Source: an optimization exercise on an open RTL-to-GDS flow (aim: small area, a short achievable clock period and few clock cycles per item). Production flows keep margins and buffers that such runs may drop. Function was checked by simulation only, so behaviour that the tests miss may differ from the original. Power and IR drop assume default switching activity.

## v6
Design carcluster_crc, start of the top module:
module carcluster_crc (
  input  wire        clk,
  input  wire        rst,         
  input  wire        cmd_valid,
  output wire        cmd_ready,
  input  wire [63:0] cmd,
  output wire [7:0]  res,
  output wire [3:0]  seq,
  output wire        tabv,
  output wire [7:0]  fault,
  output wire [63:0] fcmd
);
Size in the first run: about 12,000 cells after synthesis, ~2,400 flip-flops, ~150 I/O pins, ~110,000 sq um of cells after synthesis.
Settings: LEC_CHECK=0, ABC_CLOCK_PERIOD_IN_PS=4000, CAP_MARGIN=20, CORE_MARGIN=2, CORE_UTILIZATION=50, SETUP_SLACK_MARGIN=5, SLEW_MARGIN=20, SYNTH_HIERARCHICAL=1; clock period 12.0 ns.
run.sh (not shown) runs the stock make flow with config.mk's settings and CLKGATE_MAP_FILE= SYNTH_SCRIPT=/design/flow/synth_recipe.tcl, a recipe that flattens the netlist after the stock synthesis.
Testbench counts of v6, summed over its fixed seeds: cycles 13,640, commands 12,744.
What v42 does differently from v6 at the input level:
- setting CTS_CLUSTER_DIAMETER to 80 for the first time
- setting CTS_CLUSTER_SIZE to 24 for the first time
- setting TNS_END_PERCENT to 10 for the first time
==> flow/flow/run.sh (new file) <==
#!/bin/bash
set -euo pipefail
MARGIN=7.5
bash standard.sh SETUP_SLACK_MARGIN=$MARGIN finish > standard.log 2>&1
==> flow/standard.sh (new file) <==
#!/bin/bash
# synth_recipe.tcl (not shown) runs the flow's synth.tcl, then flattens the netlist and writes it again
# the make line also repeats each setting of config.mk as NAME=value (left out here)
make -C /OpenROAD-flow-scripts/flow DESIGN_CONFIG=/design/flow/config.mk WORK_HOME=/design/flow/orfs CLKGATE_MAP_FILE= SYNTH_SCRIPT=/design/flow/synth_recipe.tcl "${@:-finish}"
removed: flow/run.sh
--- outcome ---
Cmp v42 and v6 / met1 usage in global routing / lower: v6. Fraction of final layout cells with drive strength greater than 1: v42 vs v6 up 2.7 points. Re maximum clock path buffer count: no difference whatsoever between v6 and v42. Worst setup slack in v42 vs v6: up 1.41 ns. Wire length on met2 (v42 over v6): increase, 2.3%. The clock power share of v42 is lower than that of v6. v42 reports a higher count of non-CTS buffers in the layout than v6 does. Status: final area parity (v42, v6). Headroom to the max-slew limit: v42 vs v6 up 7.6 points. Sequential power: v42 vs v6, no meaningful difference.
For v12, these inputs were changed with respect to v42:
- a deleted CTS_CLUSTER_DIAMETER that had been 80
- a deleted CTS_CLUSTER_SIZE that had been 24
- a deleted TNS_END_PERCENT that had been 10
==> comparison <==
- | largest stage delay on the critical path | lower: v42 |
- Against v42, via count of the routed design in v12 rose slightly.
- Ratio of total power to cell area (v12 vs. v42) increases by more than 10%
- From v42 to v12 the numbers moved as follows: worst max-slew margin expressed relative to the limit went up 2.4 points, post-route fraction of the period consumed by the critical path up 0.40 points.
- The standard cells in v12 occupy more silicon area than those in v42 do.
- The higher utilization came out of v12.
- Comparing the two runs side by side, v12 comes out behind v42 on time the worst path needs with I/O delays and setup.
- Of v12 and v42, the run reporting the lower relative area change from synthesis to final layout was v42.

---

violet:
carcluster_crc, a different RTL version from the one above (not shown whole).
Size in the first run: roughly 12000 cells after synthesis, about 150 I/O pins, about 110000 um^2 of cells after synthesis.
// carcluster_crc
module carcluster_crc (
  input  wire        clk,
  input  wire        rst,         
  input  wire        cmd_valid,
  output wire        cmd_ready,
  input  wire [63:0] cmd,
  output wire [7:0]  res,
  output wire [3:0]  seq,
  output wire        tabv,
  output wire [7:0]  fault,
  output wire [63:0] fcmd
);
Settings: LEC_CHECK=0, ABC_CLOCK_PERIOD_IN_PS=4000, CAP_MARGIN=5, CORE_MARGIN=2, CORE_UTILIZATION=50, CTS_CLUSTER_DIAMETER=80, CTS_CLUSTER_SIZE=24, SETUP_SLACK_MARGIN=5, SLEW_MARGIN=5, SYNTH_HIERARCHICAL=1, TNS_END_PERCENT=10; clock period 12.0 ns.
standard.sh (not shown) runs the stock make flow with config.mk's settings and CLKGATE_MAP_FILE= SYNTH_SCRIPT=/design/flow/synth_recipe.tcl, a recipe that flattens the netlist after the stock synthesis.
==> flow/flow/run.sh <==
#!/bin/bash
set -euo pipefail
MARGIN=7.5
bash standard.sh SETUP_SLACK_MARGIN=$MARGIN finish > standard.log 2>&1
Testbench counts of violet, summed over its fixed seeds: cycles 13,640, commands 12,744.
[inputs] willow vs violet
==> flow/config.mk <==
export PLATFORM = sky130hd
export DESIGN_NAME = carcluster_crc
export DESIGN_NICKNAME = carcluster_crc
export VERILOG_FILES = /design/flow/design.v
export SDC_FILE = /design/flow/constraint.sdc
export NUM_CORES = 4
export LEC_CHECK = 0
export ABC_CLOCK_PERIOD_IN_PS = 4000
export CAP_MARGIN = 20
export CORE_MARGIN = 2
export CORE_UTILIZATION = 50
export SETUP_SLACK_MARGIN = 5
export SLEW_MARGIN = 20
export SYNTH_HIERARCHICAL = 1
==> comparison <==
- willow reached the end of the flow, and the finished layout is clean on the timing, DRC and antenna checks.
- violet went all the way through the flow, and no timing, DRC or antenna check failed.
- violet vs willow, worst setup path endpoint: rdq[4] vs rdq[1]
- Power density over the cells: willow vs violet up about 15%
- When willow is set beside violet, its clock-pin slew reported for the worst setup and hold paths after clock tree synthesis turns out to be 0.02 ns smaller.
- Met2 layer usage reported by global route (higher): violet
- Relative to violet, sequential share of layout area has decreased by 1.0 points in willow.
- Signed area change from the synthesized netlist to the final layout ended up 3.4 points higher on willow than on violet.
- Delta (willow minus violet): part of the power in combinational logic shrank by 2.1 points; worst setup slack grew by 0.072 ns.
- | routed wire length | willow vs violet | better |
- On placed standard-cell area, willow and violet are neck and neck.
- sequential cells as the largest power group was reported by violet, and the clock network by willow.
- willow ended up with a higher final area than violet did.
- Cell count delta for willow relative to violet: about 1.7% higher

afterwards: timing with drivers on the ports:
How much do the figures lean on ideal ports? The routed layouts below were timed once more, with nothing changed but the port constraints.
Step 1 sets driving cells, clkbuf_16 on the clock port and buf_2 on the other inputs (assumed; they add their load-dependent delay and slew).
Step 2, shift: input delay + t, output delay - t, t = (earliest + latest rising clock arrival at the registers) / 2. This alone moves slack from input paths to output paths.
a / b / c = no drivers / after step 1 / after step 2; a / b = the first two.
run | t, ns | setup WS [ns] | hold slack, ns | worst setup path after step 2
v6 | 0.958 | 5.228 / 5.137 / 5.077 | 0.475 / 0.475 / 0.475 | input to register
v42 | 0.931 | 6.642 / 6.547 / 6.313 | 0.473 / 0.473 / 0.473 | input to register
v12 | 0.986 | 6.595 / 6.495 / 6.350 | 0.475 / 0.475 / 0.475 | input to register
violet | 0.950 | 6.857 / 6.883 / 5.933 | 0.472 / 0.472 / 0.472 | input to register
willow | 0.986 | 6.929 / 6.929 / 5.972 | 0.469 / 0.469 / 0.469 | input to register
After both steps setup and hold are still met in every run listed. The setup slack of willow, which loses most, moves by 0.000 ns with the drivers and by -0.957 ns with both steps.
